This is an optimization exercise on Yosys and OpenROAD, whose aim is small area, a short achievable clock period and few clock cycles per item, not a production implementation.
In this exercise RTL edits were held to simulation tests only and were not proved equivalent to the original.

[flow/run.sh]
#!/bin/bash
# The standard layout, with the input and output ports buffered by the
# smallest buffer (sky130_fd_sc_hd__buf_1) instead of the one buffer_ports
# picks by default.
set -euo pipefail
export BUFFER_PORTS_ARGS="-buffer_cell sky130_fd_sc_hd__buf_1"
bash standard.sh > standard_flow.log 2>&1
[standard.sh]
#!/bin/bash
# synth_recipe.tcl (not shown) runs the flow's synth.tcl, then flattens the netlist and writes it again
# the make line also repeats each setting of config.mk as NAME=value (left out here)
make -C /OpenROAD-flow-scripts/flow DESIGN_CONFIG=/design/flow/config.mk WORK_HOME=/design/flow/orfs CLKGATE_MAP_FILE= SYNTH_SCRIPT=/design/flow/synth_recipe.tcl "${@:-finish}"
[config.mk]
export PLATFORM = sky130hd
export DESIGN_NAME = sm4_core
export DESIGN_NICKNAME = sm4_core
export VERILOG_FILES = /design/flow/design.v
export SDC_FILE = /design/flow/constraint.sdc
export NUM_CORES = 4
export LEC_CHECK = 0
export CAP_MARGIN = 20
export CORE_MARGIN = 2
export CORE_UTILIZATION = 40
export PLACE_DENSITY = 0.6
export SETUP_SLACK_MARGIN = 4.0
export SLEW_MARGIN = 20
[constraint.sdc]
create_clock -name core_clock -period 9.0 [get_ports {clk}]
set_input_delay 1.8000 -clock core_clock [delete_from_list [all_inputs] [get_ports {clk}]]
set_output_delay 1.8000 -clock core_clock [all_outputs]
set_load 0.01 [all_outputs]
[design.v]
module sm4_sbox (
    input  wire [7:0] x,
    output wire [7:0] y
);
  wire new_n17, new_n18, new_n19, new_n20, new_n21, new_n22, new_n23,
    new_n24, new_n25, new_n26, new_n27, new_n28, new_n29, new_n30, new_n31,
    new_n32, new_n33, new_n34, new_n35, new_n36, new_n37, new_n38, new_n39,
    new_n40, new_n41, new_n42, new_n43, new_n44, new_n45, new_n46, new_n47,
    new_n48, new_n49, new_n50, new_n51, new_n52, new_n53, new_n54, new_n55,
    new_n56, new_n57, new_n58, new_n59, new_n60, new_n61, new_n62, new_n63,
    new_n64, new_n65, new_n66, new_n67, new_n68, new_n69, new_n70, new_n71,
    new_n72, new_n73, new_n74, new_n75, new_n76, new_n77, new_n78, new_n79,
    new_n80, new_n81, new_n82, new_n83, new_n84, new_n85, new_n86, new_n87,
    new_n88, new_n89, new_n90, new_n91, new_n92, new_n93, new_n94, new_n95,
    new_n96, new_n97, new_n98, new_n99, new_n100, new_n101, new_n102,
    new_n103, new_n104, new_n105, new_n106, new_n107, new_n108, new_n109,
    new_n110, new_n111, new_n112, new_n113, new_n114, new_n115, new_n116,
    new_n117, new_n118, new_n119, new_n120, new_n121, new_n122, new_n123,
    new_n124, new_n125, new_n126, new_n127, new_n128, new_n129, new_n130,
    new_n131, new_n132, new_n133, new_n134, new_n135, new_n136, new_n137,
    new_n138, new_n139, new_n140, new_n141, new_n142, new_n144, new_n145,
    new_n146, new_n147, new_n148, new_n149, new_n150, new_n151, new_n152,
    new_n153, new_n154, new_n155, new_n156, new_n157, new_n158, new_n159,
    new_n160, new_n161, new_n162, new_n163, new_n164, new_n165, new_n166,
    new_n167, new_n168, new_n169, new_n170, new_n171, new_n172, new_n173,
    new_n174, new_n175, new_n176, new_n177, new_n178, new_n179, new_n180,
    new_n181, new_n182, new_n183, new_n184, new_n185, new_n186, new_n187,
    new_n188, new_n189, new_n190, new_n191, new_n192, new_n193, new_n194,
    new_n195, new_n196, new_n197, new_n198, new_n199, new_n200, new_n201,
    new_n202, new_n203, new_n204, new_n205, new_n206, new_n207, new_n208,
    new_n209, new_n210, new_n211, new_n212, new_n213, new_n214, new_n215,
    new_n216, new_n217, new_n218, new_n219, new_n220, new_n221, new_n222,
    new_n223, new_n224, new_n225, new_n226, new_n227, new_n228, new_n229,
    new_n230, new_n231, new_n232, new_n233, new_n234, new_n235, new_n237,
    new_n238, new_n239, new_n240, new_n241, new_n242, new_n243, new_n244,
    new_n245, new_n246, new_n247, new_n248, new_n249, new_n250, new_n251,
    new_n252, new_n253, new_n254, new_n255, new_n256, new_n257, new_n258,
    new_n259, new_n260, new_n261, new_n262, new_n263, new_n264, new_n265,
    new_n266, new_n267, new_n268, new_n269, new_n270, new_n271, new_n272,
    new_n273, new_n274, new_n275, new_n276, new_n277, new_n278, new_n279,
    new_n280, new_n281, new_n282, new_n283, new_n284, new_n285, new_n286,
    new_n287, new_n288, new_n289, new_n290, new_n291, new_n292, new_n293,
    new_n294, new_n295, new_n296, new_n297, new_n298, new_n299, new_n300,
    new_n301, new_n302, new_n303, new_n304, new_n305, new_n306, new_n307,
    new_n308, new_n309, new_n310, new_n311, new_n312, new_n313, new_n314,
    new_n315, new_n316, new_n317, new_n318, new_n319, new_n320, new_n321,
    new_n322, new_n323, new_n324, new_n325, new_n326, new_n328, new_n329,
    new_n330, new_n331, new_n332, new_n333, new_n334, new_n335, new_n336,
    new_n337, new_n338, new_n339, new_n340, new_n341, new_n342, new_n343,
    new_n344, new_n345, new_n346, new_n347, new_n348, new_n349, new_n350,
    new_n351, new_n352, new_n353, new_n354, new_n355, new_n356, new_n357,
    new_n358, new_n359, new_n360, new_n361, new_n362, new_n363, new_n364,
    new_n365, new_n366, new_n367, new_n368, new_n369, new_n370, new_n371,
    new_n372, new_n373, new_n374, new_n375, new_n376, new_n377, new_n378,
    new_n379, new_n380, new_n381, new_n382, new_n383, new_n384, new_n385,
    new_n386, new_n387, new_n388, new_n389, new_n390, new_n391, new_n392,
    new_n393, new_n394, new_n395, new_n396, new_n397, new_n398, new_n399,
    new_n400, new_n401, new_n402, new_n403, new_n405, new_n406, new_n407,
    new_n408, new_n409, new_n410, new_n411, new_n412, new_n413, new_n414,
    new_n415, new_n416, new_n417, new_n418, new_n419, new_n420, new_n421,
    new_n422, new_n423, new_n424, new_n425, new_n426, new_n427, new_n428,
    new_n429, new_n430, new_n431, new_n432, new_n433, new_n434, new_n435,
    new_n436, new_n437, new_n438, new_n439, new_n440, new_n441, new_n442,
    new_n443, new_n444, new_n445, new_n446, new_n447, new_n448, new_n449,
    new_n450, new_n451, new_n452, new_n453, new_n454, new_n455, new_n456,
    new_n457, new_n458, new_n459, new_n460, new_n461, new_n462, new_n463,
    new_n464, new_n465, new_n466, new_n467, new_n468, new_n469, new_n470,
    new_n471, new_n472, new_n474, new_n475, new_n476, new_n477, new_n478,
    new_n479, new_n480, new_n481, new_n482, new_n483, new_n484, new_n485,
    new_n486, new_n487, new_n488, new_n489, new_n490, new_n491, new_n492,
    new_n493, new_n494, new_n495, new_n496, new_n497, new_n498, new_n499,
    new_n500, new_n501, new_n502, new_n503, new_n504, new_n505, new_n506,
    new_n507, new_n508, new_n509, new_n510, new_n511, new_n512, new_n513,
    new_n514, new_n515, new_n516, new_n517, new_n518, new_n519, new_n520,
    new_n521, new_n522, new_n523, new_n524, new_n525, new_n526, new_n527,
    new_n528, new_n529, new_n530, new_n532, new_n533, new_n534, new_n535,
    new_n536, new_n537, new_n538, new_n539, new_n540, new_n541, new_n542,
    new_n543, new_n544, new_n545, new_n546, new_n547, new_n548, new_n549,
    new_n550, new_n551, new_n552, new_n553, new_n554, new_n555, new_n556,
    new_n557, new_n558, new_n559, new_n560, new_n561, new_n562, new_n563,
    new_n564, new_n565, new_n566, new_n567, new_n568, new_n569, new_n570,
    new_n571, new_n572, new_n573, new_n574, new_n575, new_n576, new_n577,
    new_n578, new_n579, new_n580, new_n581, new_n582, new_n583, new_n584,
    new_n585, new_n586, new_n587, new_n588, new_n589, new_n590, new_n591,
    new_n592, new_n594, new_n595, new_n596, new_n597, new_n598, new_n599,
    new_n600, new_n601, new_n602, new_n603, new_n604, new_n605, new_n606,
    new_n607, new_n608, new_n609, new_n610, new_n611, new_n612, new_n613,
    new_n614, new_n615, new_n616, new_n617, new_n618, new_n619, new_n620,
    new_n621, new_n622, new_n623, new_n624, new_n625, new_n626, new_n627,
    new_n628, new_n629, new_n630, new_n631, new_n632, new_n633, new_n634,
    new_n635, new_n636, new_n637, new_n638, new_n639, new_n640, new_n641,
    new_n642, new_n643, new_n644, new_n645, new_n646, new_n647, new_n648,
    new_n649, new_n650;
  assign new_n17 = x[0] & ~x[2];
  assign new_n18 = x[3] & ~new_n17;
  assign new_n19 = ~x[1] & new_n18;
  assign new_n20 = x[4] & ~new_n19;
  assign new_n21 = x[1] & ~x[3];
  assign new_n22 = ~x[0] & x[2];
  assign new_n23 = ~new_n17 & ~new_n22;
  assign new_n24 = new_n21 & ~new_n23;
  assign new_n25 = x[0] & x[2];
  assign new_n26 = x[1] & new_n25;
  assign new_n27 = x[0] & ~x[1];
  assign new_n28 = ~x[0] & x[1];
  assign new_n29 = ~new_n27 & ~new_n28;
  assign new_n30 = ~x[2] & ~new_n29;
  assign new_n31 = ~new_n26 & ~new_n30;
  assign new_n32 = ~x[3] & ~new_n22;
  assign new_n33 = new_n31 & new_n32;
  assign new_n34 = ~new_n24 & ~new_n33;
  assign new_n35 = new_n20 & new_n34;
  assign new_n36 = ~x[1] & ~x[2];
  assign new_n37 = x[2] & ~new_n29;
  assign new_n38 = new_n18 & ~new_n37;
  assign new_n39 = ~new_n36 & new_n38;
  assign new_n40 = ~x[4] & ~new_n21;
  assign new_n41 = x[0] & x[1];
  assign new_n42 = ~x[4] & ~new_n41;
  assign new_n43 = ~new_n40 & ~new_n42;
  assign new_n44 = ~new_n39 & ~new_n43;
  assign new_n45 = x[6] & ~new_n44;
  assign new_n46 = ~new_n35 & new_n45;
  assign new_n47 = ~x[1] & x[2];
  assign new_n48 = x[1] & ~x[2];
  assign new_n49 = ~new_n47 & ~new_n48;
  assign new_n50 = new_n32 & new_n49;
  assign new_n51 = x[4] & ~new_n50;
  assign new_n52 = ~new_n39 & new_n51;
  assign new_n53 = ~x[0] & new_n21;
  assign new_n54 = ~x[4] & ~new_n53;
  assign new_n55 = ~new_n25 & new_n54;
  assign new_n56 = ~new_n52 & ~new_n55;
  assign new_n57 = ~x[6] & ~new_n56;
  assign new_n58 = ~x[5] & ~new_n57;
  assign new_n59 = ~new_n46 & new_n58;
  assign new_n60 = ~x[0] & ~x[2];
  assign new_n61 = x[2] & ~x[3];
  assign new_n62 = ~new_n21 & ~new_n61;
  assign new_n63 = ~new_n60 & ~new_n62;
  assign new_n64 = ~new_n26 & new_n63;
  assign new_n65 = x[1] & x[3];
  assign new_n66 = new_n17 & new_n65;
  assign new_n67 = ~new_n64 & ~new_n66;
  assign new_n68 = x[4] & ~new_n67;
  assign new_n69 = ~x[0] & new_n65;
  assign new_n70 = ~x[2] & x[3];
  assign new_n71 = new_n27 & new_n70;
  assign new_n72 = ~new_n69 & ~new_n71;
  assign new_n73 = ~x[4] & ~new_n32;
  assign new_n74 = new_n72 & new_n73;
  assign new_n75 = x[6] & ~new_n74;
  assign new_n76 = ~new_n68 & new_n75;
  assign new_n77 = ~x[3] & new_n47;
  assign new_n78 = ~new_n65 & ~new_n77;
  assign new_n79 = x[0] & ~new_n78;
  assign new_n80 = x[4] & ~new_n60;
  assign new_n81 = ~new_n53 & new_n80;
  assign new_n82 = ~new_n79 & new_n81;
  assign new_n83 = ~x[2] & ~x[3];
  assign new_n84 = ~x[4] & ~new_n83;
  assign new_n85 = new_n49 & ~new_n60;
  assign new_n86 = new_n84 & ~new_n85;
  assign new_n87 = ~x[6] & ~new_n86;
  assign new_n88 = ~new_n82 & new_n87;
  assign new_n89 = x[5] & ~new_n88;
  assign new_n90 = ~new_n76 & new_n89;
  assign new_n91 = ~new_n59 & ~new_n90;
  assign new_n92 = ~x[7] & ~new_n91;
  assign new_n93 = x[3] & ~new_n48;
  assign new_n94 = ~x[0] & x[3];
  assign new_n95 = ~new_n85 & ~new_n94;
  assign new_n96 = new_n93 & ~new_n95;
  assign new_n97 = x[1] & x[2];
  assign new_n98 = ~x[5] & ~new_n28;
  assign new_n99 = ~new_n97 & new_n98;
  assign new_n100 = ~new_n22 & new_n99;
  assign new_n101 = new_n22 & ~new_n99;
  assign new_n102 = ~x[3] & ~new_n101;
  assign new_n103 = ~new_n100 & new_n102;
  assign new_n104 = ~new_n96 & ~new_n103;
  assign new_n105 = ~x[6] & ~new_n104;
  assign new_n106 = ~x[2] & new_n29;
  assign new_n107 = ~x[3] & ~new_n106;
  assign new_n108 = new_n19 & ~new_n22;
  assign new_n109 = ~x[5] & ~new_n108;
  assign new_n110 = ~new_n107 & new_n109;
  assign new_n111 = x[5] & ~new_n28;
  assign new_n112 = ~new_n19 & new_n111;
  assign new_n113 = x[6] & ~new_n112;
  assign new_n114 = ~new_n110 & new_n113;
  assign new_n115 = x[4] & ~new_n114;
  assign new_n116 = ~new_n105 & new_n115;
  assign new_n117 = ~x[0] & ~x[1];
  assign new_n118 = new_n18 & ~new_n117;
  assign new_n119 = x[6] & ~new_n24;
  assign new_n120 = ~new_n118 & new_n119;
  assign new_n121 = ~x[0] & ~x[3];
  assign new_n122 = ~x[6] & ~new_n48;
  assign new_n123 = ~new_n121 & new_n122;
  assign new_n124 = ~x[5] & ~new_n123;
  assign new_n125 = ~new_n120 & new_n124;
  assign new_n126 = new_n49 & new_n94;
  assign new_n127 = ~x[1] & new_n60;
  assign new_n128 = ~x[3] & ~new_n127;
  assign new_n129 = ~x[6] & ~new_n128;
  assign new_n130 = ~new_n126 & new_n129;
  assign new_n131 = x[2] & x[3];
  assign new_n132 = new_n117 & new_n131;
  assign new_n133 = ~new_n53 & ~new_n132;
  assign new_n134 = ~new_n36 & ~new_n70;
  assign new_n135 = new_n133 & new_n134;
  assign new_n136 = x[6] & ~new_n135;
  assign new_n137 = x[5] & ~new_n136;
  assign new_n138 = ~new_n130 & new_n137;
  assign new_n139 = ~new_n125 & ~new_n138;
  assign new_n140 = ~x[4] & ~new_n139;
  assign new_n141 = x[7] & ~new_n140;
  assign new_n142 = ~new_n116 & new_n141;
  assign y[0] = new_n92 | new_n142;
  assign new_n144 = ~x[3] & new_n60;
  assign new_n145 = ~x[3] & ~new_n28;
  assign new_n146 = ~new_n18 & ~new_n145;
  assign new_n147 = ~new_n144 & ~new_n146;
  assign new_n148 = ~new_n30 & ~new_n147;
  assign new_n149 = x[4] & ~new_n148;
  assign new_n150 = x[3] & new_n22;
  assign new_n151 = ~x[4] & ~new_n150;
  assign new_n152 = ~new_n37 & new_n128;
  assign new_n153 = new_n151 & ~new_n152;
  assign new_n154 = x[6] & ~new_n153;
  assign new_n155 = ~new_n149 & new_n154;
  assign new_n156 = ~x[1] & ~x[3];
  assign new_n157 = ~new_n61 & ~new_n156;
  assign new_n158 = ~new_n23 & ~new_n157;
  assign new_n159 = x[4] & ~new_n158;
  assign new_n160 = x[3] & ~new_n31;
  assign new_n161 = new_n159 & ~new_n160;
  assign new_n162 = ~x[4] & ~new_n70;
  assign new_n163 = new_n32 & ~new_n97;
  assign new_n164 = new_n162 & ~new_n163;
  assign new_n165 = ~x[6] & ~new_n164;
  assign new_n166 = ~new_n161 & new_n165;
  assign new_n167 = x[7] & ~new_n166;
  assign new_n168 = ~new_n155 & new_n167;
  assign new_n169 = ~new_n83 & ~new_n145;
  assign new_n170 = x[4] & new_n169;
  assign new_n171 = x[2] & new_n29;
  assign new_n172 = x[0] & new_n36;
  assign new_n173 = x[3] & ~new_n172;
  assign new_n174 = ~new_n171 & new_n173;
  assign new_n175 = new_n170 & ~new_n174;
  assign new_n176 = x[3] & ~new_n97;
  assign new_n177 = x[0] & new_n176;
  assign new_n178 = ~new_n43 & ~new_n127;
  assign new_n179 = ~new_n177 & new_n178;
  assign new_n180 = ~x[6] & ~new_n179;
  assign new_n181 = ~new_n175 & new_n180;
  assign new_n182 = ~new_n117 & new_n176;
  assign new_n183 = x[4] & ~new_n182;
  assign new_n184 = ~new_n47 & ~new_n60;
  assign new_n185 = ~x[3] & new_n184;
  assign new_n186 = new_n183 & ~new_n185;
  assign new_n187 = ~x[4] & new_n157;
  assign new_n188 = ~x[0] & ~new_n70;
  assign new_n189 = ~new_n117 & ~new_n188;
  assign new_n190 = new_n187 & new_n189;
  assign new_n191 = x[6] & ~new_n190;
  assign new_n192 = ~new_n186 & new_n191;
  assign new_n193 = ~x[7] & ~new_n192;
  assign new_n194 = ~new_n181 & new_n193;
  assign new_n195 = ~x[5] & ~new_n194;
  assign new_n196 = ~new_n168 & new_n195;
  assign new_n197 = new_n70 & ~new_n117;
  assign new_n198 = ~new_n63 & ~new_n197;
  assign new_n199 = x[4] & ~new_n48;
  assign new_n200 = new_n198 & new_n199;
  assign new_n201 = ~new_n27 & ~new_n169;
  assign new_n202 = ~x[4] & ~new_n201;
  assign new_n203 = ~new_n200 & ~new_n202;
  assign new_n204 = ~new_n17 & ~new_n41;
  assign new_n205 = x[3] & ~new_n204;
  assign new_n206 = x[6] & ~new_n205;
  assign new_n207 = ~new_n203 & new_n206;
  assign new_n208 = ~new_n71 & new_n151;
  assign new_n209 = ~new_n21 & ~new_n121;
  assign new_n210 = ~new_n25 & ~new_n209;
  assign new_n211 = new_n208 & ~new_n210;
  assign new_n212 = ~new_n63 & ~new_n117;
  assign new_n213 = new_n80 & new_n212;
  assign new_n214 = ~x[6] & ~new_n213;
  assign new_n215 = ~new_n211 & new_n214;
  assign new_n216 = ~new_n207 & ~new_n215;
  assign new_n217 = ~x[7] & ~new_n216;
  assign new_n218 = x[4] & ~new_n69;
  assign new_n219 = ~new_n33 & ~new_n131;
  assign new_n220 = new_n218 & ~new_n219;
  assign new_n221 = ~new_n26 & new_n128;
  assign new_n222 = ~new_n42 & ~new_n162;
  assign new_n223 = ~new_n118 & ~new_n222;
  assign new_n224 = ~new_n221 & new_n223;
  assign new_n225 = ~x[6] & ~new_n224;
  assign new_n226 = ~new_n220 & new_n225;
  assign new_n227 = ~x[0] & new_n47;
  assign new_n228 = new_n183 & ~new_n227;
  assign new_n229 = ~new_n37 & new_n40;
  assign new_n230 = x[6] & ~new_n229;
  assign new_n231 = ~new_n228 & new_n230;
  assign new_n232 = x[7] & ~new_n231;
  assign new_n233 = ~new_n226 & new_n232;
  assign new_n234 = x[5] & ~new_n233;
  assign new_n235 = ~new_n217 & new_n234;
  assign y[1] = new_n196 | new_n235;
  assign new_n237 = new_n80 & ~new_n171;
  assign new_n238 = x[3] & new_n47;
  assign new_n239 = ~x[4] & ~new_n238;
  assign new_n240 = ~new_n77 & ~new_n212;
  assign new_n241 = new_n29 & new_n131;
  assign new_n242 = x[3] & ~new_n22;
  assign new_n243 = ~new_n41 & new_n242;
  assign new_n244 = ~new_n241 & ~new_n243;
  assign new_n245 = ~new_n22 & new_n244;
  assign new_n246 = ~new_n240 & new_n245;
  assign new_n247 = new_n239 & ~new_n246;
  assign new_n248 = ~new_n237 & ~new_n247;
  assign new_n249 = ~x[5] & ~new_n248;
  assign new_n250 = new_n151 & ~new_n238;
  assign new_n251 = x[3] & ~new_n127;
  assign new_n252 = ~x[1] & new_n251;
  assign new_n253 = new_n250 & ~new_n252;
  assign new_n254 = ~new_n33 & new_n253;
  assign new_n255 = x[3] & ~new_n106;
  assign new_n256 = new_n23 & ~new_n209;
  assign new_n257 = x[4] & ~new_n256;
  assign new_n258 = ~new_n255 & new_n257;
  assign new_n259 = x[5] & ~new_n258;
  assign new_n260 = ~new_n254 & new_n259;
  assign new_n261 = ~x[7] & ~new_n260;
  assign new_n262 = ~new_n249 & new_n261;
  assign new_n263 = ~x[0] & ~new_n48;
  assign new_n264 = ~x[3] & ~new_n263;
  assign new_n265 = new_n20 & ~new_n264;
  assign new_n266 = x[3] & new_n184;
  assign new_n267 = ~new_n23 & new_n266;
  assign new_n268 = x[0] & ~new_n157;
  assign new_n269 = ~x[4] & ~new_n268;
  assign new_n270 = ~new_n267 & new_n269;
  assign new_n271 = ~new_n265 & ~new_n270;
  assign new_n272 = ~x[5] & ~new_n271;
  assign new_n273 = ~new_n28 & new_n163;
  assign new_n274 = ~new_n65 & ~new_n94;
  assign new_n275 = ~new_n273 & new_n274;
  assign new_n276 = new_n162 & ~new_n275;
  assign new_n277 = ~new_n47 & ~new_n71;
  assign new_n278 = new_n209 & new_n277;
  assign new_n279 = x[4] & ~new_n278;
  assign new_n280 = x[5] & ~new_n279;
  assign new_n281 = ~new_n276 & new_n280;
  assign new_n282 = ~new_n272 & ~new_n281;
  assign new_n283 = x[7] & ~new_n282;
  assign new_n284 = ~x[6] & ~new_n283;
  assign new_n285 = ~new_n262 & new_n284;
  assign new_n286 = x[2] & new_n65;
  assign new_n287 = ~new_n108 & ~new_n286;
  assign new_n288 = ~new_n17 & ~new_n158;
  assign new_n289 = new_n287 & new_n288;
  assign new_n290 = new_n54 & ~new_n289;
  assign new_n291 = ~new_n41 & new_n131;
  assign new_n292 = ~x[1] & new_n70;
  assign new_n293 = ~new_n61 & ~new_n292;
  assign new_n294 = ~new_n291 & new_n293;
  assign new_n295 = new_n133 & ~new_n294;
  assign new_n296 = x[4] & ~new_n295;
  assign new_n297 = ~new_n290 & ~new_n296;
  assign new_n298 = ~x[5] & ~new_n297;
  assign new_n299 = ~new_n37 & ~new_n157;
  assign new_n300 = x[4] & ~new_n299;
  assign new_n301 = new_n287 & new_n300;
  assign new_n302 = ~x[2] & new_n145;
  assign new_n303 = ~x[4] & ~new_n197;
  assign new_n304 = ~new_n302 & new_n303;
  assign new_n305 = x[5] & ~new_n304;
  assign new_n306 = ~new_n301 & new_n305;
  assign new_n307 = ~new_n298 & ~new_n306;
  assign new_n308 = x[7] & ~new_n307;
  assign new_n309 = x[4] & ~new_n292;
  assign new_n310 = ~new_n94 & ~new_n268;
  assign new_n311 = new_n309 & ~new_n310;
  assign new_n312 = new_n23 & ~new_n274;
  assign new_n313 = new_n84 & ~new_n312;
  assign new_n314 = ~new_n311 & ~new_n313;
  assign new_n315 = x[5] & ~new_n314;
  assign new_n316 = new_n25 & new_n156;
  assign new_n317 = x[4] & ~new_n316;
  assign new_n318 = ~x[5] & ~new_n118;
  assign new_n319 = new_n317 & new_n318;
  assign new_n320 = ~new_n83 & new_n98;
  assign new_n321 = new_n239 & new_n320;
  assign new_n322 = ~new_n319 & ~new_n321;
  assign new_n323 = ~new_n315 & new_n322;
  assign new_n324 = ~x[7] & ~new_n323;
  assign new_n325 = x[6] & ~new_n324;
  assign new_n326 = ~new_n308 & new_n325;
  assign y[2] = new_n285 | new_n326;
  assign new_n328 = ~new_n21 & ~new_n292;
  assign new_n329 = new_n204 & new_n328;
  assign new_n330 = x[2] & ~new_n205;
  assign new_n331 = ~new_n329 & ~new_n330;
  assign new_n332 = new_n117 & ~new_n293;
  assign new_n333 = ~x[4] & ~new_n332;
  assign new_n334 = ~new_n331 & new_n333;
  assign new_n335 = ~new_n38 & new_n51;
  assign new_n336 = x[5] & ~new_n335;
  assign new_n337 = ~new_n334 & new_n336;
  assign new_n338 = x[2] & new_n28;
  assign new_n339 = new_n186 & ~new_n338;
  assign new_n340 = ~new_n25 & ~new_n62;
  assign new_n341 = ~new_n291 & ~new_n340;
  assign new_n342 = ~x[4] & ~new_n341;
  assign new_n343 = ~x[5] & ~new_n342;
  assign new_n344 = ~new_n339 & new_n343;
  assign new_n345 = ~new_n337 & ~new_n344;
  assign new_n346 = ~x[6] & ~new_n345;
  assign new_n347 = ~new_n69 & ~new_n222;
  assign new_n348 = x[0] & new_n49;
  assign new_n349 = new_n32 & ~new_n348;
  assign new_n350 = new_n347 & ~new_n349;
  assign new_n351 = x[4] & ~new_n286;
  assign new_n352 = ~new_n332 & new_n351;
  assign new_n353 = x[5] & ~new_n352;
  assign new_n354 = ~new_n350 & new_n353;
  assign new_n355 = ~x[3] & new_n49;
  assign new_n356 = ~new_n70 & new_n218;
  assign new_n357 = ~new_n355 & new_n356;
  assign new_n358 = new_n42 & new_n72;
  assign new_n359 = ~x[5] & ~new_n358;
  assign new_n360 = ~new_n357 & new_n359;
  assign new_n361 = x[6] & ~new_n360;
  assign new_n362 = ~new_n354 & new_n361;
  assign new_n363 = ~x[7] & ~new_n362;
  assign new_n364 = ~new_n346 & new_n363;
  assign new_n365 = new_n62 & ~new_n70;
  assign new_n366 = new_n274 & new_n365;
  assign new_n367 = ~x[4] & ~new_n366;
  assign new_n368 = ~new_n17 & ~new_n299;
  assign new_n369 = new_n367 & new_n368;
  assign new_n370 = ~new_n65 & ~new_n204;
  assign new_n371 = ~new_n132 & ~new_n370;
  assign new_n372 = new_n311 & ~new_n371;
  assign new_n373 = x[5] & ~new_n372;
  assign new_n374 = ~new_n369 & new_n373;
  assign new_n375 = ~new_n240 & new_n317;
  assign new_n376 = ~new_n22 & new_n187;
  assign new_n377 = new_n31 & new_n376;
  assign new_n378 = ~x[5] & ~new_n377;
  assign new_n379 = ~new_n375 & new_n378;
  assign new_n380 = x[6] & ~new_n379;
  assign new_n381 = ~new_n374 & new_n380;
  assign new_n382 = ~new_n27 & new_n157;
  assign new_n383 = new_n147 & ~new_n382;
  assign new_n384 = new_n60 & ~new_n156;
  assign new_n385 = x[5] & ~new_n384;
  assign new_n386 = ~new_n383 & new_n385;
  assign new_n387 = ~x[5] & ~new_n243;
  assign new_n388 = ~new_n135 & new_n387;
  assign new_n389 = ~new_n386 & ~new_n388;
  assign new_n390 = ~x[4] & ~new_n389;
  assign new_n391 = ~new_n25 & new_n107;
  assign new_n392 = new_n109 & ~new_n391;
  assign new_n393 = x[2] & new_n21;
  assign new_n394 = ~new_n172 & ~new_n393;
  assign new_n395 = x[5] & ~new_n47;
  assign new_n396 = ~new_n69 & new_n395;
  assign new_n397 = new_n394 & new_n396;
  assign new_n398 = x[4] & ~new_n397;
  assign new_n399 = ~new_n392 & new_n398;
  assign new_n400 = ~x[6] & ~new_n399;
  assign new_n401 = ~new_n390 & new_n400;
  assign new_n402 = x[7] & ~new_n401;
  assign new_n403 = ~new_n381 & new_n402;
  assign y[3] = new_n364 | new_n403;
  assign new_n405 = new_n34 & new_n347;
  assign new_n406 = ~new_n48 & new_n205;
  assign new_n407 = new_n145 & ~new_n172;
  assign new_n408 = x[4] & ~new_n407;
  assign new_n409 = ~new_n406 & new_n408;
  assign new_n410 = ~x[7] & ~new_n409;
  assign new_n411 = ~new_n405 & new_n410;
  assign new_n412 = ~x[4] & ~new_n393;
  assign new_n413 = ~new_n29 & ~new_n365;
  assign new_n414 = new_n412 & ~new_n413;
  assign new_n415 = x[4] & ~new_n156;
  assign new_n416 = ~new_n144 & new_n415;
  assign new_n417 = ~new_n25 & ~new_n274;
  assign new_n418 = new_n416 & ~new_n417;
  assign new_n419 = x[7] & ~new_n418;
  assign new_n420 = ~new_n414 & new_n419;
  assign new_n421 = x[6] & ~new_n420;
  assign new_n422 = ~new_n411 & new_n421;
  assign new_n423 = ~x[3] & new_n31;
  assign new_n424 = x[3] & ~new_n28;
  assign new_n425 = new_n23 & new_n424;
  assign new_n426 = x[4] & ~new_n425;
  assign new_n427 = ~new_n423 & new_n426;
  assign new_n428 = ~new_n121 & new_n328;
  assign new_n429 = ~x[4] & ~new_n428;
  assign new_n430 = ~new_n427 & ~new_n429;
  assign new_n431 = ~x[7] & ~new_n430;
  assign new_n432 = ~new_n266 & new_n416;
  assign new_n433 = x[7] & ~new_n432;
  assign new_n434 = ~new_n367 & new_n433;
  assign new_n435 = ~x[6] & ~new_n434;
  assign new_n436 = ~new_n431 & new_n435;
  assign new_n437 = ~new_n422 & ~new_n436;
  assign new_n438 = x[5] & ~new_n437;
  assign new_n439 = ~new_n38 & ~new_n338;
  assign new_n440 = ~new_n425 & ~new_n439;
  assign new_n441 = ~new_n370 & ~new_n426;
  assign new_n442 = ~new_n440 & new_n441;
  assign new_n443 = new_n302 & new_n426;
  assign new_n444 = x[7] & ~new_n443;
  assign new_n445 = ~new_n442 & new_n444;
  assign new_n446 = ~new_n243 & ~new_n302;
  assign new_n447 = new_n412 & new_n446;
  assign new_n448 = new_n25 & ~new_n78;
  assign new_n449 = new_n48 & ~new_n424;
  assign new_n450 = x[4] & ~new_n449;
  assign new_n451 = ~new_n448 & new_n450;
  assign new_n452 = ~x[7] & ~new_n451;
  assign new_n453 = ~new_n447 & new_n452;
  assign new_n454 = ~new_n445 & ~new_n453;
  assign new_n455 = ~x[6] & ~new_n454;
  assign new_n456 = ~x[4] & ~new_n198;
  assign new_n457 = new_n18 & new_n199;
  assign new_n458 = ~new_n23 & ~new_n62;
  assign new_n459 = ~x[7] & ~new_n458;
  assign new_n460 = ~new_n457 & new_n459;
  assign new_n461 = ~new_n456 & new_n460;
  assign new_n462 = ~new_n97 & new_n145;
  assign new_n463 = x[4] & ~new_n462;
  assign new_n464 = ~new_n108 & new_n463;
  assign new_n465 = ~x[4] & ~new_n144;
  assign new_n466 = ~new_n66 & new_n465;
  assign new_n467 = x[7] & ~new_n466;
  assign new_n468 = ~new_n464 & new_n467;
  assign new_n469 = x[6] & ~new_n468;
  assign new_n470 = ~new_n461 & new_n469;
  assign new_n471 = ~x[5] & ~new_n470;
  assign new_n472 = ~new_n455 & new_n471;
  assign y[4] = ~new_n438 & ~new_n472;
  assign new_n474 = ~x[2] & ~new_n28;
  assign new_n475 = ~new_n169 & ~new_n474;
  assign new_n476 = x[4] & ~new_n243;
  assign new_n477 = ~new_n475 & new_n476;
  assign new_n478 = ~new_n158 & ~new_n182;
  assign new_n479 = new_n466 & new_n478;
  assign new_n480 = ~new_n477 & ~new_n479;
  assign new_n481 = ~x[6] & ~new_n480;
  assign new_n482 = new_n18 & ~new_n227;
  assign new_n483 = new_n170 & ~new_n482;
  assign new_n484 = new_n54 & ~new_n241;
  assign new_n485 = ~new_n349 & new_n484;
  assign new_n486 = ~new_n483 & ~new_n485;
  assign new_n487 = x[6] & ~new_n486;
  assign new_n488 = x[5] & ~new_n487;
  assign new_n489 = ~new_n481 & new_n488;
  assign new_n490 = new_n44 & ~new_n475;
  assign new_n491 = ~new_n241 & new_n309;
  assign new_n492 = ~new_n462 & new_n491;
  assign new_n493 = x[6] & ~new_n492;
  assign new_n494 = ~new_n490 & new_n493;
  assign new_n495 = ~new_n62 & ~new_n117;
  assign new_n496 = new_n253 & ~new_n495;
  assign new_n497 = ~new_n106 & new_n463;
  assign new_n498 = ~x[6] & ~new_n497;
  assign new_n499 = ~new_n496 & new_n498;
  assign new_n500 = ~x[5] & ~new_n499;
  assign new_n501 = ~new_n494 & new_n500;
  assign new_n502 = ~x[7] & ~new_n501;
  assign new_n503 = ~new_n489 & new_n502;
  assign new_n504 = new_n32 & ~new_n474;
  assign new_n505 = ~new_n197 & ~new_n238;
  assign new_n506 = ~new_n504 & new_n505;
  assign new_n507 = x[4] & ~new_n506;
  assign new_n508 = new_n250 & ~new_n263;
  assign new_n509 = ~new_n507 & ~new_n508;
  assign new_n510 = ~x[6] & ~new_n509;
  assign new_n511 = ~new_n152 & new_n309;
  assign new_n512 = ~new_n267 & new_n511;
  assign new_n513 = ~new_n243 & ~new_n309;
  assign new_n514 = new_n394 & new_n513;
  assign new_n515 = x[6] & ~new_n514;
  assign new_n516 = ~new_n512 & new_n515;
  assign new_n517 = x[5] & ~new_n516;
  assign new_n518 = ~new_n510 & new_n517;
  assign new_n519 = x[4] & new_n275;
  assign new_n520 = ~x[4] & ~new_n355;
  assign new_n521 = new_n244 & new_n520;
  assign new_n522 = ~x[6] & ~new_n521;
  assign new_n523 = ~new_n519 & new_n522;
  assign new_n524 = x[3] & ~new_n199;
  assign new_n525 = x[6] & ~new_n524;
  assign new_n526 = ~new_n273 & new_n525;
  assign new_n527 = ~x[5] & ~new_n526;
  assign new_n528 = ~new_n523 & new_n527;
  assign new_n529 = x[7] & ~new_n528;
  assign new_n530 = ~new_n518 & new_n529;
  assign y[5] = new_n503 | new_n530;
  assign new_n532 = ~new_n172 & new_n462;
  assign new_n533 = new_n208 & ~new_n532;
  assign new_n534 = ~new_n26 & ~new_n157;
  assign new_n535 = x[4] & ~new_n534;
  assign new_n536 = ~new_n28 & new_n176;
  assign new_n537 = new_n535 & ~new_n536;
  assign new_n538 = ~new_n533 & ~new_n537;
  assign new_n539 = ~x[5] & ~new_n538;
  assign new_n540 = ~new_n64 & ~new_n69;
  assign new_n541 = ~x[4] & ~new_n540;
  assign new_n542 = ~new_n37 & new_n255;
  assign new_n543 = new_n159 & ~new_n542;
  assign new_n544 = x[5] & ~new_n543;
  assign new_n545 = ~new_n541 & new_n544;
  assign new_n546 = ~new_n539 & ~new_n545;
  assign new_n547 = ~x[7] & ~new_n546;
  assign new_n548 = ~x[0] & x[4];
  assign new_n549 = ~new_n463 & ~new_n548;
  assign new_n550 = ~new_n53 & new_n244;
  assign new_n551 = ~new_n549 & new_n550;
  assign new_n552 = ~new_n94 & ~new_n185;
  assign new_n553 = new_n250 & new_n552;
  assign new_n554 = x[5] & ~new_n553;
  assign new_n555 = ~new_n551 & new_n554;
  assign new_n556 = new_n84 & ~new_n121;
  assign new_n557 = ~new_n19 & new_n556;
  assign new_n558 = new_n157 & new_n188;
  assign new_n559 = x[4] & ~new_n29;
  assign new_n560 = ~new_n558 & new_n559;
  assign new_n561 = ~new_n557 & ~new_n560;
  assign new_n562 = ~x[5] & ~new_n561;
  assign new_n563 = x[7] & ~new_n562;
  assign new_n564 = ~new_n555 & new_n563;
  assign new_n565 = x[6] & ~new_n564;
  assign new_n566 = ~new_n547 & new_n565;
  assign new_n567 = ~x[5] & ~new_n371;
  assign new_n568 = x[5] & ~new_n264;
  assign new_n569 = ~new_n482 & new_n568;
  assign new_n570 = x[4] & ~new_n569;
  assign new_n571 = ~new_n567 & new_n570;
  assign new_n572 = ~new_n60 & new_n424;
  assign new_n573 = new_n568 & ~new_n572;
  assign new_n574 = ~x[5] & ~new_n95;
  assign new_n575 = ~new_n573 & ~new_n574;
  assign new_n576 = ~x[4] & ~new_n575;
  assign new_n577 = ~new_n571 & ~new_n576;
  assign new_n578 = ~x[7] & ~new_n577;
  assign new_n579 = new_n54 & ~new_n268;
  assign new_n580 = new_n287 & new_n579;
  assign new_n581 = ~new_n251 & new_n463;
  assign new_n582 = x[5] & ~new_n581;
  assign new_n583 = ~new_n580 & new_n582;
  assign new_n584 = ~x[4] & new_n505;
  assign new_n585 = ~new_n532 & new_n584;
  assign new_n586 = ~new_n241 & new_n257;
  assign new_n587 = ~x[5] & ~new_n586;
  assign new_n588 = ~new_n585 & new_n587;
  assign new_n589 = x[7] & ~new_n588;
  assign new_n590 = ~new_n583 & new_n589;
  assign new_n591 = ~x[6] & ~new_n590;
  assign new_n592 = ~new_n578 & new_n591;
  assign y[6] = new_n566 | new_n592;
  assign new_n594 = ~x[4] & ~new_n29;
  assign new_n595 = ~new_n162 & ~new_n594;
  assign new_n596 = ~new_n391 & ~new_n595;
  assign new_n597 = ~new_n172 & new_n535;
  assign new_n598 = ~x[6] & ~new_n597;
  assign new_n599 = ~new_n596 & new_n598;
  assign new_n600 = ~new_n252 & ~new_n549;
  assign new_n601 = ~new_n316 & ~new_n558;
  assign new_n602 = new_n465 & new_n601;
  assign new_n603 = ~new_n542 & new_n602;
  assign new_n604 = x[6] & ~new_n603;
  assign new_n605 = ~new_n600 & new_n604;
  assign new_n606 = ~new_n599 & ~new_n605;
  assign new_n607 = x[5] & ~new_n606;
  assign new_n608 = x[3] & ~new_n37;
  assign new_n609 = new_n73 & ~new_n608;
  assign new_n610 = ~new_n25 & new_n145;
  assign new_n611 = x[4] & ~new_n93;
  assign new_n612 = ~new_n610 & new_n611;
  assign new_n613 = ~new_n609 & ~new_n612;
  assign new_n614 = ~x[6] & ~new_n613;
  assign new_n615 = ~x[3] & ~new_n348;
  assign new_n616 = ~new_n406 & ~new_n615;
  assign new_n617 = ~x[4] & ~new_n616;
  assign new_n618 = new_n147 & new_n309;
  assign new_n619 = x[6] & ~new_n618;
  assign new_n620 = ~new_n617 & new_n619;
  assign new_n621 = ~x[5] & ~new_n620;
  assign new_n622 = ~new_n614 & new_n621;
  assign new_n623 = ~new_n607 & ~new_n622;
  assign new_n624 = x[7] & ~new_n623;
  assign new_n625 = ~x[4] & ~new_n439;
  assign new_n626 = new_n426 & ~new_n504;
  assign new_n627 = ~x[6] & ~new_n626;
  assign new_n628 = ~new_n625 & new_n627;
  assign new_n629 = ~new_n37 & ~new_n62;
  assign new_n630 = new_n239 & ~new_n425;
  assign new_n631 = ~new_n629 & new_n630;
  assign new_n632 = ~new_n21 & ~new_n338;
  assign new_n633 = new_n309 & new_n632;
  assign new_n634 = x[6] & ~new_n633;
  assign new_n635 = ~new_n631 & new_n634;
  assign new_n636 = ~x[5] & ~new_n635;
  assign new_n637 = ~new_n628 & new_n636;
  assign new_n638 = new_n250 & ~new_n423;
  assign new_n639 = x[4] & ~new_n601;
  assign new_n640 = ~x[6] & ~new_n639;
  assign new_n641 = ~new_n638 & new_n640;
  assign new_n642 = ~new_n30 & new_n328;
  assign new_n643 = x[4] & ~new_n642;
  assign new_n644 = ~new_n26 & new_n412;
  assign new_n645 = x[6] & ~new_n644;
  assign new_n646 = ~new_n643 & new_n645;
  assign new_n647 = x[5] & ~new_n646;
  assign new_n648 = ~new_n641 & new_n647;
  assign new_n649 = ~x[7] & ~new_n648;
  assign new_n650 = ~new_n637 & new_n649;
  assign y[7] = new_n624 | new_n650;
endmodule
module sm4_tau (
    input  wire [31:0] x,
    output wire [31:0] y
);
    sm4_sbox s0 (.x(x[31:24]), .y(y[31:24]));
    sm4_sbox s1 (.x(x[23:16]), .y(y[23:16]));
    sm4_sbox s2 (.x(x[15:8]),  .y(y[15:8]));
    sm4_sbox s3 (.x(x[7:0]),   .y(y[7:0]));
endmodule
module sm4_core (
    input  wire         clk,
    input  wire         rst,         
    input  wire         cmd_valid,   
    input  wire         cmd_key,     
    input  wire         cmd_dec,     
    input  wire [127:0] key_in,      
    input  wire [127:0] data_in,     
    output wire         ready,
    output wire         done,        
    output wire [127:0] data_out     
);
    localparam [127:0] FK = 128'hA3B1BAC6_56AA3350_677D9197_B27022DC;
    localparam [31:0] CK0  = 32'h00070E15;
    localparam [31:0] CK1  = 32'h1C232A31;
    localparam [31:0] CK31 = 32'h646B7279;
    function [31:0] rotl;
        input [31:0] x;
        input [4:0]  n;
        begin
            rotl = (x << n) | (x >> (6'd32 - {1'b0, n}));
        end
    endfunction
    reg         idle, pre, rev, run;     
    reg  [4:0]  rnd;         
    reg  [31:0] ck;          
    reg         dir;         
    reg         done_r;
    reg         fresh;       
    reg         last_dec;    
    reg  [31:0] x0, x1, x2, x3;      
    reg  [31:0] r0, r1, r2, r3;      
    reg  [31:0] s0, s1, s2, s3;      
    wire [31:0] ck_up = {ck[31:24] + 8'd28, ck[23:16] + 8'd28, ck[15:8] + 8'd28, ck[7:0] + 8'd28};
    wire [31:0] ck_dn = {ck[31:24] - 8'd28, ck[23:16] - 8'd28, ck[15:8] - 8'd28, ck[7:0] - 8'd28};
    wire last = (rnd == 5'd31);
    wire [31:0] ks_in = r1 ^ r2 ^ r3 ^ ck;
    wire [31:0] ks_tau;
    sm4_tau u_tau_ks (.x(ks_in), .y(ks_tau));
    wire [31:0] ks_new = r0 ^ ks_tau ^ rotl(ks_tau, 5'd13) ^ rotl(ks_tau, 5'd23);
    wire [31:0] rk    = dir ? r0 : r3;
    wire [31:0] rf_in = x1 ^ x2 ^ x3 ^ rk;
    wire [31:0] rf_tau;
    sm4_tau u_tau_rf (.x(rf_in), .y(rf_tau));
    wire [31:0] x_new = x0 ^ rf_tau ^ rotl(rf_tau, 5'd2) ^ rotl(rf_tau, 5'd10)
                      ^ rotl(rf_tau, 5'd18) ^ rotl(rf_tau, 5'd24);
    always @(posedge clk) begin
        done_r <= 1'b0;
        if (rst) begin
            idle  <= 1'b1;
            pre   <= 1'b0;
            rev   <= 1'b0;
            run   <= 1'b0;
            fresh <= 1'b1;
        end else begin
            if (idle) begin
                if (cmd_valid) begin
                    if (cmd_key) begin
                        done_r <= 1'b1;
                        fresh  <= 1'b1;
                        ck     <= CK0;
                    end else begin
                        idle <= 1'b0;
                        dir  <= cmd_dec;
                        rnd  <= 5'd0;
                        if (cmd_dec) begin
                            if (fresh) begin
                                pre <= 1'b1;
                                rnd <= 5'd1;
                                ck  <= ck_up;
                            end else begin
                                run <= 1'b1;
                                ck  <= CK31;
                            end
                        end else begin
                            run <= 1'b1;
                            ck  <= CK1;
                        end
                    end
                end
            end
            if (pre) begin
                rnd <= rnd + 5'd1;
                ck  <= ck_up;
                if (last) begin
                    pre <= 1'b0;
                    rev <= 1'b1;
                end
            end
            if (rev) begin
                rev <= 1'b0;
                run <= 1'b1;
                rnd <= 5'd0;
                ck  <= CK31;
            end
            if (run) begin
                rnd   <= rnd + 5'd1;
                ck    <= dir ? ck_dn : ck_up;
                fresh <= 1'b0;
                if (last) begin
                    run      <= 1'b0;
                    idle     <= 1'b1;
                    done_r   <= 1'b1;
                    last_dec <= dir;
                end
            end
        end
    end
    always @(posedge clk) begin
        if (idle)
            {x0, x1, x2, x3} <= data_in;
        else
            {x0, x1, x2, x3} <= {x1, x2, x3, run ? x_new : x0};
        if (idle) begin
            if (cmd_valid) begin
                if (cmd_key)
                    {r0, r1, r2, r3} <= key_in ^ FK;
                else if (fresh)
                    {r0, r1, r2, r3} <= {r1, r2, r3, ks_new};
                else if (cmd_dec == last_dec)
                    {r0, r1, r2, r3} <= {s0, s1, s2, s3};
                else
                    {r0, r1, r2, r3} <= {r3, r2, r1, r0};
            end
        end else if (rev) begin
            {r0, r1, r2, r3} <= {r3, r2, r1, r0};
        end else if (!(run && last)) begin
            {r0, r1, r2, r3} <= {r1, r2, r3, ks_new};
        end
        if (run && rnd == 5'd0)
            {s0, s1, s2, s3} <= {r0, r1, r2, r3};
    end
    assign ready    = idle;
    assign done     = done_r;
    assign data_out = {x3, x2, x1, x0};
endmodule
==> flow_results.xml, run 1 <==
<?xml version="1.0" encoding="UTF-8"?>
<metrics>
  <group name="status">
    <metric name="run_status" unit="">timing/DRC/antenna clean</metric>
  </group>
  <group name="yosys">
    <metric name="asyncSetResetFlopFracSynth" unit="%">0</metric>
    <metric name="avgSynthCellArea" unit="um2">7.86</metric>
    <metric name="total_of_flip_flops_plus_latches_after_synthesis" unit="">422</metric>
    <metric name="post_synth_num_cell_types" unit="">108</metric>
    <metric name="yosys_warnings" unit="">1</metric>
    <metric name="post_synth_top_area_share" unit="%">17.8</metric>
    <metric name="yosysTopAreaCell" unit="">sky130_fd_sc_hd__edfxtp_1</metric>
    <metric name="sequential_fraction_of_the_synthesis_area" unit="%">23.3</metric>
    <metric name="number_of_flops_mapped_to_enable_cells_by_yosys" unit="">288</metric>
    <metric name="dominantRegCellSynth" unit="">sky130_fd_sc_hd__edfxtp_1</metric>
    <metric name="synthesis.nets" unit="">6544</metric>
    <metric name="syn-cell-area" unit="um2">48600</metric>
    <metric name="number_of_instances_in_the_synthesized_netlist" unit="">6182</metric>
    <metric name="post_synth_main_area_contributors" unit="">sky130_fd_sc_hd__edfxtp_1 18%, sky130_fd_sc_hd__o21ai_0 5.8%, sky130_fd_sc_hd__a21oi_1 5.5%, sky130_fd_sc_hd__dfxtp_1 5.5%, sky130_fd_sc_hd__mux2i_1 5.5%</metric>
  </group>
  <group name="setup_path">
    <metric name="critPathLaunchType" unit="">register</metric>
    <metric name="cell_type_group_with_the_largest_total_delay_on_the_critical_path" unit="">compound AO/OA/AOI/OAI gates</metric>
    <metric name="worst_setup_path_end_kind" unit="">register</metric>
    <metric name="ff2ff_path_depth" unit="">16</metric>
    <metric name="worst_r2r_endpoint" unit="">r3[14]</metric>
    <metric name="cp.arrival" unit="ns">5.48</metric>
    <metric name="timing.reg2reg.setup_slack" unit="ns">3.98</metric>
    <metric name="crit_chain" unit="">xnor2_2 -&gt; xor2_2 -&gt; buf_12 -&gt; inv_1 -&gt; buf_4 -&gt; ha_1 -&gt; and2_1 -&gt; a21oi_1 -&gt; a221oi_1 -&gt; nor3_1 -&gt; a21oi_1 -&gt; mux2i_1 -&gt; or3_1 -&gt; a311oi_1 -&gt; a31oi_1 -&gt; o311a_1</metric>
    <metric name="worstPathRequired" unit="ns">9.46</metric>
    <metric name="path_common_cell" unit="">sky130_fd_sc_hd__a21oi_1</metric>
    <metric name="critical_path_buf_inv_count" unit="">3</metric>
    <metric name="max_stage_delay" unit="ns">0.57</metric>
    <metric name="critical_path_fanouts_max" unit="">37</metric>
    <metric name="critical_path_class" unit="">register to register</metric>
    <metric name="crit_slowest_cell" unit="">sky130_fd_sc_hd__edfxtp_1</metric>
    <metric name="start_of_the_worst_register_to_register_path" unit="">ck[2]</metric>
  </group>
  <group name="final_layout">
    <metric name="multi_input_area" unit="um2">36700</metric>
    <metric name="finish.utilization" unit="%">46.9</metric>
    <metric name="num-fill-cells" unit="">11900</metric>
    <metric name="layoutNonFillerInstCount" unit="">7917</metric>
    <metric name="area.growth.synth_to_final" unit="%">16.1</metric>
    <metric name="seqCellArea" unit="um2">11300</metric>
    <metric name="final_area" unit="um2">56400</metric>
    <metric name="final_layout_size_suffix_gt1_share" unit="%">14.2</metric>
    <metric name="layout.nets" unit="">6616</metric>
  </group>
  <group name="timing">
    <metric name="timing_max_transition_violations_final" unit="">0</metric>
    <metric name="pnr_worst_setup_slack" unit="ns">3.98</metric>
    <metric name="relSlewSlack" unit="%">19.0</metric>
    <metric name="fin_worst_skew" unit="ns">0.0945</metric>
    <metric name="hold_viol_final" unit="">0</metric>
    <metric name="finalSetupViolations" unit="">0</metric>
    <metric name="setup-tns-final" unit="ns">0</metric>
    <metric name="maxClockFrequency" unit="MHz">199</metric>
    <metric name="finalCriticalPeriod" unit="ns">5.02</metric>
    <metric name="worstMarginPinSlew" unit="ns">1.18</metric>
    <metric name="unrepaired_setup_endpoints_after_global_routing" unit="">yes</metric>
    <metric name="period_utilization_post_route" unit="%">55.8</metric>
    <metric name="final.hold.worst_slack" unit="ns">0.454</metric>
  </group>
  <group name="clock_network">
    <metric name="clkSlewWorstSetupHoldPaths" unit="ns">0.06</metric>
    <metric name="cts_buffer_depth" unit="">3</metric>
    <metric name="postCtsHoldBufs" unit="">0</metric>
    <metric name="clockRootBuffer" unit="">sky130_fd_sc_hd__clkbuf_16</metric>
    <metric name="clk_latency" unit="ns">0.72</metric>
    <metric name="tritoncts_clock_tree" unit="">yes</metric>
    <metric name="cts-htree-levels" unit="">2</metric>
    <metric name="clock_sink_count" unit="">422</metric>
    <metric name="numCtsBuffers" unit="">55</metric>
  </group>
  <group name="floorplan">
    <metric name="die_area" unit="um2">124000</metric>
    <metric name="die_w" unit="um">353</metric>
    <metric name="initial_standard_cell_utilization_of_the_core" unit="%">40.4</metric>
    <metric name="die-height" unit="um">353</metric>
    <metric name="ios" unit="">391</metric>
    <metric name="core_area" unit="um2">120000</metric>
    <metric name="rows" unit="">127</metric>
  </group>
  <group name="global_route">
    <metric name="grt_pass1_vias" unit="">51800</metric>
    <metric name="global_route.usage.total" unit="%">37.0</metric>
    <metric name="overflow" unit="">0</metric>
    <metric name="number_of_antenna_violations_at_the_first_check_in_global_routing" unit="">9</metric>
    <metric name="global_route_wire_length_before_repair" unit="mm">357</metric>
    <metric name="largest_net_degree_at_the_start_of_global_routing" unit="">129</metric>
  </group>
  <group name="placement">
    <metric name="preCtsSetupSlack" unit="ns">2.84</metric>
    <metric name="gp_congestion" unit="">1.06</metric>
    <metric name="dpl-instance-area" unit="um2">51400</metric>
    <metric name="place_hpwl" unit="mm">164</metric>
    <metric name="portBuffers" unit="">390</metric>
    <metric name="placed_cell_count" unit="">7691</metric>
  </group>
  <group name="route">
    <metric name="ant_nets" unit="">0</metric>
    <metric name="wl" unit="mm">247</metric>
    <metric name="routed_wire_length_per_instance" unit="um">31.2</metric>
    <metric name="viasPerCell" unit="">7.19</metric>
    <metric name="number_of_detailed_routing_iterations_run_before_antenna_repair" unit="">10</metric>
    <metric name="vias" unit="">56900</metric>
    <metric name="dr.first_iter.drc_count" unit="">10800</metric>
    <metric name="post-route-drc-count" unit="">0</metric>
  </group>
  <group name="worst_hold_path">
    <metric name="hold_path_depth" unit="">1</metric>
    <metric name="timing.hold.worst.class" unit="">register to register</metric>
    <metric name="holdPathEnd" unit="">x1[14]</metric>
    <metric name="worstHoldStart" unit="">x2[14]</metric>
  </group>
  <group name="job">
    <metric name="cap_viol_max_count" unit="">0</metric>
  </group>
</metrics>
## layout by cell type, fill, tap and decap left out, types with 37 or more instances in the layout
cell type	synthesis	final
sky130_fd_sc_hd__o211ai_1	114	114
sky130_fd_sc_hd__a221oi_1	98	94
sky130_fd_sc_hd__xnor3_1	62	58
sky130_fd_sc_hd__or3_1	37	37
sky130_fd_sc_hd__a31oi_1	103	100
sky130_fd_sc_hd__xor2_1	122	83
sky130_fd_sc_hd__dfxtp_1	134	127
sky130_fd_sc_hd__buf_1	94	389
sky130_fd_sc_hd__o22ai_1	70	68
sky130_fd_sc_hd__o21ai_0	565	545
sky130_fd_sc_hd__nand2_1	550	547
sky130_fd_sc_hd__o2111ai_1	39	39
sky130_fd_sc_hd__a221o_1	41	41
sky130_fd_sc_hd__nor2_1	582	555
sky130_fd_sc_hd__edfxtp_1	288	288
sky130_fd_sc_hd__a211oi_1	132	123
sky130_fd_sc_hd__nor3_1	206	195
sky130_fd_sc_hd__o31ai_1	58	55
sky130_fd_sc_hd__mux2i_1	265	255
sky130_fd_sc_hd__nand3_1	140	140
sky130_fd_sc_hd__mux2_2	120	120
sky130_fd_sc_hd__a211o_1	40	39
sky130_fd_sc_hd__o221ai_1	69	69
sky130_fd_sc_hd__a311oi_1	61	58
sky130_fd_sc_hd__o311ai_0	79	68
sky130_fd_sc_hd__clkbuf_16	0	59
sky130_fd_sc_hd__a21oi_1	536	525
sky130_fd_sc_hd__ha_1	101	53
sky130_fd_sc_hd__inv_1	62	56
sky130_fd_sc_hd__buf_4	17	205
sky130_fd_sc_hd__xnor2_2	14	50
sky130_fd_sc_hd__xnor2_1	168	121
## synthesized netlist by cell type, types with 122 or more instances
| cell type | instances |
|---|---|
| sky130_fd_sc_hd__nor2_1 | 582 |
| sky130_fd_sc_hd__o21ai_0 | 565 |
| sky130_fd_sc_hd__nand2_1 | 550 |
| sky130_fd_sc_hd__a21oi_1 | 536 |
| sky130_fd_sc_hd__clkbuf_1 | 366 |
| sky130_fd_sc_hd__edfxtp_1 | 288 |
| sky130_fd_sc_hd__mux2i_1 | 265 |
| sky130_fd_sc_hd__nor3_1 | 206 |
| sky130_fd_sc_hd__buf_2 | 175 |
| sky130_fd_sc_hd__xnor2_1 | 168 |
| sky130_fd_sc_hd__nand3_1 | 140 |
| sky130_fd_sc_hd__dfxtp_1 | 134 |
| sky130_fd_sc_hd__a211oi_1 | 132 |
| sky130_fd_sc_hd__xor2_1 | 122 |
## layout make-up
type                            count  share of cell area, %
Tap cell                         1612                   3.57
Timing Repair inverter              3                 0.0266
Clock inverter                     30                  0.789
Multi-Input combinational cell   5031                   65.0
Inverter                           81                  0.670
Antenna cell                        4                 0.0177
Sequential cell                   422                   20.1
Clock buffer                       74                   2.67
Timing Repair Buffer              660                   7.15
## what timing repair did
action                                  CTS  global route
pin swaps                                15            36
endpoints found under the setup margin   64            60
setup buffers                            41            59
cloned                                   10             8
resized for setup                       213           223
## kinds of logic after synthesis
family	share of synthesized area [%]
flops	23.3
xor+xnor	9.38
simple gates	15.6
fa+ha+maj	2.60
mux	9.02
compound gates	33.7
buf+inv	6.35
## worst max path at each step
stage	startpoint	endpoint	slack, ns	cells past startpoint
floorplan	rnd[0]	s0[0]	3.70	4
global placement	dir	x3[20]	2.70	15
detailed placement	dir	x3[20]	2.84	15
CTS	dir	x3[15]	3.93	19
global route	r3[19]	r3[14]	3.81	14
finish	ck[2]	r3[14]	3.98	16
## routing by layer
| layer | vias up | wire (um) | track usage [%] | share of wire (%) |
|---|---|---|---|---|
| met3 | 1034 | 35800 | 11.6 | 14 |
| met4 | 8 | 14800 | 16.5 | 6.0 |
| met2 | 4901 | 102000 | 54.4 | 41 |
| met1 | 27000 | 93900 | 49.5 | 38 |
| li1 | 23900 | - | - | - |
| met5 | - | 48 | 0 | 0.019 |
Testbench counts, summed over its fixed seeds: cycles 11,185, items 305.
==> inputs of run 2 (changes only) <==
--- a/config.mk
+++ b/config.mk
@@ -7,7 +7,7 @@
 export LEC_CHECK = 0
 export CAP_MARGIN = 20
 export CORE_MARGIN = 2
-export CORE_UTILIZATION = 40
-export PLACE_DENSITY = 0.6
+export CORE_UTILIZATION = 55
+export PLACE_DENSITY = 0.7
 export SETUP_SLACK_MARGIN = 4.0
 export SLEW_MARGIN = 20
==> run 2 against run 1 <==
First-iteration DRC count grew 17%. Maximum frequency shrank 0.35%. Register-to-register slack lost 0.02 ns. Wire length shrank 5.9%. Critical endpoint is now r3[24]. Sequential share of layout area grew 0.44 points. Still clean on timing, DRC and antenna.
==> flow_results.xml, run 2 <==
<?xml version="1.0" encoding="UTF-8"?>
<metrics>
  <group name="status">
    <metric name="run_status" unit="">timing/DRC/antenna clean</metric>
  </group>
  <group name="final_layout">
    <metric name="layoutNonFillerInstCount" unit="">7423</metric>
    <metric name="layout.cells.most_common_list" unit="">568 x sky130_fd_sc_hd__nor2_1, 547 x sky130_fd_sc_hd__nand2_1, 546 x sky130_fd_sc_hd__o21ai_0</metric>
    <metric name="num-fill-cells" unit="">7791</metric>
    <metric name="area.growth.synth_to_final" unit="%">13.6</metric>
    <metric name="seqCellArea" unit="um2">11300</metric>
    <metric name="layout.nets" unit="">6573</metric>
    <metric name="final_layout_size_suffix_gt1_share" unit="%">13.2</metric>
    <metric name="most_common_cell_after_layout_fill_and_taps_aside" unit="">sky130_fd_sc_hd__nor2_1</metric>
    <metric name="finish.utilization" unit="%">62.8</metric>
    <metric name="multi_input_area" unit="um2">36400</metric>
  </group>
  <group name="placement">
    <metric name="gp_congestion" unit="">1.07</metric>
    <metric name="place_hpwl" unit="mm">154</metric>
    <metric name="portBuffers" unit="">390</metric>
    <metric name="placed_cell_count" unit="">7245</metric>
  </group>
  <group name="setup_path">
    <metric name="cell_type_group_with_the_largest_total_delay_on_the_critical_path" unit="">compound AO/OA/AOI/OAI gates</metric>
    <metric name="critical_path_fanouts_max" unit="">26</metric>
    <metric name="worstPathRequired" unit="ns">9.40</metric>
    <metric name="crit_chain" unit="">xor3_1 -&gt; buf_6 -&gt; ha_2 -&gt; clkinvlp_4 -&gt; a211oi_1 -&gt; nor3_1 -&gt; a21oi_1 -&gt; o211ai_1 -&gt; buf_4 -&gt; a21oi_2 -&gt; nor4_1 -&gt; o21ai_0 -&gt; nand4_1 -&gt; a221o_1 -&gt; o211a_1</metric>
    <metric name="critical_path_class" unit="">register to register</metric>
    <metric name="max_stage_delay" unit="ns">0.73</metric>
    <metric name="critPathLaunchType" unit="">register</metric>
    <metric name="worst_setup_path_end_kind" unit="">register</metric>
    <metric name="crit_slowest_cell" unit="">sky130_fd_sc_hd__edfxtp_1</metric>
    <metric name="critical_path_buf_inv_count" unit="">3</metric>
    <metric name="cp.arrival" unit="ns">5.44</metric>
  </group>
  <group name="floorplan">
    <metric name="die_area" unit="um2">90800</metric>
    <metric name="ios" unit="">391</metric>
    <metric name="core_area" unit="um2">88000</metric>
    <metric name="rows" unit="">109</metric>
    <metric name="die_w" unit="um">301</metric>
    <metric name="initial_standard_cell_utilization_of_the_core" unit="%">55.3</metric>
    <metric name="die-height" unit="um">301</metric>
  </group>
  <group name="yosys">
    <metric name="yosysTopAreaCell" unit="">sky130_fd_sc_hd__edfxtp_1</metric>
    <metric name="total_of_flip_flops_plus_latches_after_synthesis" unit="">422</metric>
    <metric name="post_synth_most_frequent_cells" unit="">582 x sky130_fd_sc_hd__nor2_1, 565 x sky130_fd_sc_hd__o21ai_0, 550 x sky130_fd_sc_hd__nand2_1</metric>
    <metric name="sequential_fraction_of_the_synthesis_area" unit="%">23.3</metric>
    <metric name="syn-cell-area" unit="um2">48600</metric>
    <metric name="yosys.cell_count.top_type" unit="">sky130_fd_sc_hd__nor2_1</metric>
    <metric name="dominantRegCellSynth" unit="">sky130_fd_sc_hd__edfxtp_1</metric>
    <metric name="number_of_flops_mapped_to_enable_cells_by_yosys" unit="">288</metric>
    <metric name="synthesis.nets" unit="">6544</metric>
    <metric name="asyncSetResetFlopFracSynth" unit="%">0</metric>
    <metric name="post_synth_top_area_share" unit="%">17.8</metric>
    <metric name="number_of_instances_in_the_synthesized_netlist" unit="">6182</metric>
    <metric name="post_synth_num_cell_types" unit="">108</metric>
    <metric name="post_synth_main_area_contributors" unit="">sky130_fd_sc_hd__edfxtp_1 18%, sky130_fd_sc_hd__o21ai_0 5.8%, sky130_fd_sc_hd__a21oi_1 5.5%, sky130_fd_sc_hd__dfxtp_1 5.5%, sky130_fd_sc_hd__mux2i_1 5.5%</metric>
    <metric name="yosys_warnings" unit="">1</metric>
    <metric name="avgSynthCellArea" unit="um2">7.86</metric>
  </group>
  <group name="timing">
    <metric name="worstMarginPinSlew" unit="ns">1.16</metric>
    <metric name="timing_max_transition_violations_final" unit="">0</metric>
    <metric name="period_utilization_post_route" unit="%">56.0</metric>
    <metric name="setup-tns-final" unit="ns">0</metric>
    <metric name="unrepaired_setup_endpoints_after_global_routing" unit="">yes</metric>
    <metric name="relSlewSlack" unit="%">22.2</metric>
    <metric name="finalCriticalPeriod" unit="ns">5.04</metric>
    <metric name="maxClockFrequency" unit="MHz">199</metric>
    <metric name="finalSetupViolations" unit="">0</metric>
    <metric name="fin_worst_skew" unit="ns">0.0306</metric>
    <metric name="hold_viol_final" unit="">0</metric>
  </group>
  <group name="global_route">
    <metric name="global_route_wire_length_before_repair" unit="mm">338</metric>
    <metric name="overflow" unit="">0</metric>
    <metric name="largest_net_degree_at_the_start_of_global_routing" unit="">88</metric>
    <metric name="grt_pass1_vias" unit="">51300</metric>
    <metric name="number_of_antenna_violations_at_the_first_check_in_global_routing" unit="">8</metric>
    <metric name="global_route.usage.total" unit="%">48.1</metric>
  </group>
  <group name="route">
    <metric name="wl" unit="mm">232</metric>
    <metric name="dr.first_iter.drc_count" unit="">12600</metric>
    <metric name="viasPerCell" unit="">7.75</metric>
    <metric name="ant_nets" unit="">0</metric>
    <metric name="post-route-drc-count" unit="">0</metric>
    <metric name="routed_wire_length_per_instance" unit="um">31.3</metric>
    <metric name="number_of_detailed_routing_iterations_run_before_antenna_repair" unit="">12</metric>
    <metric name="vias" unit="">57600</metric>
  </group>
  <group name="worst_hold_path">
    <metric name="timing.hold.worst.class" unit="">register to register</metric>
  </group>
  <group name="clock_network">
    <metric name="cts-htree-levels" unit="">2</metric>
    <metric name="clockRootBuffer" unit="">sky130_fd_sc_hd__clkbuf_16</metric>
    <metric name="numCtsBuffers" unit="">50</metric>
    <metric name="clock_sink_count" unit="">422</metric>
    <metric name="clk_latency" unit="ns">0.65</metric>
    <metric name="tritoncts_clock_tree" unit="">yes</metric>
    <metric name="clkSlewWorstSetupHoldPaths" unit="ns">0.07</metric>
    <metric name="cts_buffer_depth" unit="">3</metric>
  </group>
  <group name="job">
    <metric name="cap_viol_max_count" unit="">0</metric>
  </group>
</metrics>
[run 2: what timing repair did]
item,in CTS,in global routing
buffers inserted,32,38
hold buffers,0,0
endpoints found under the hold margin,0,0
endpoints found under the setup margin,64,60
cloned,4,5
pin swaps,19,28
gates resized for setup,195,204
[run 2: area by class of cell]
cell class / count / share of cell area (%)
Timing Repair Buffer: 629 / 6.92
Sequential cell: 422 / 20.5
Antenna cell: 7 / 0.0317
Multi-Input combinational cell: 5027 / 66.0
Clock inverter: 35 / 0.761
Inverter: 81 / 0.675
Tap cell: 1165 / 2.64
Clock buffer: 57 / 2.41
[run 2: kinds of logic (layout without fill, tap and decap cells)]
kind of cell	after synthesis	count (layout)	share of synthesized area, %
AO/OA/AOI/OAI	2412	2412	33.7
AND/OR/NAND/NOR	1718	1718	15.6
buffers and inverters	737	802	6.35
flip-flops	422	422	23.3
multiplexers	405	405	9.02
XOR/XNOR	387	391	9.38
adder cells (fa/ha/maj)	101	101	2.60
other	0	7	0
[run 2: worst paths after layout]
| check | to | slack (ns) | start | depth (start not counted) |
|---|---|---|---|---|
| worst max register to register | r3[24] | 3.96 | r3[8] | 15 |
| worst max-delay path | r3[24] | 3.96 | r3[8] | 15 |
| worst min register to register | s2[4] | 0.50 | r2[4] | 0 |
| worst min-delay path | s2[4] | 0.50 | r2[4] | 0 |
[run 2: through the flow]
stage | hold WS, ns | setup slack (ns) | area, um2
6_report | 0.496 | 3.96 | 55200
5_1_grt | 0.513 | 3.96 | 55200
4_1_cts | 0.497 | 3.91 | 53900
3_5_place_dp | 0.485 | 2.45 | 50800
3_3_place_gp | 0.482 | 2.53 | 50800
2_1_floorplan | 0.424 | 3.70 | 48600
[run 2: metal layers]
metal	part of all wire (%)	wire, um	global-route usage, %	up-vias
li1	-	-	-	23800
met1	35	82300	63.2	26600
met2	40	93700	68.8	5689
met3	17	38400	17.3	1413
met4	7.6	17600	25.4	8
met5	0.034	80	0.370	-

[afterwards: timing with drivers on the ports]
No port has a modelled driver above. Below, the same layouts with a new extraction and two added sets of constraints. Step 1 (the two cells are an assumption about what drives the block):
set clk [get_ports {clk}]
set_driving_cell -lib_cell sky130_fd_sc_hd__clkbuf_16 $clk
set_driving_cell -lib_cell sky130_fd_sc_hd__buf_2 [delete_from_list [all_inputs] $clk]
Step 2 also shifts input and output timing later by t, the mid clock arrival at the registers, as if the neighbouring blocks saw the same clock. a / b / c = no drivers / after step 1 / after step 2; a / b = the first two.
run	t, ns	setup slack, ns	worst setup path after step 2	clock arrival spread, ns
run 1	0.751	3.981 / 3.981 / 3.981	register to register	0.095 / 0.094
run 2	0.711	3.964 / 3.964 / 3.964	register to register	0.031 / 0.030
After both steps every run listed still meets setup and hold.
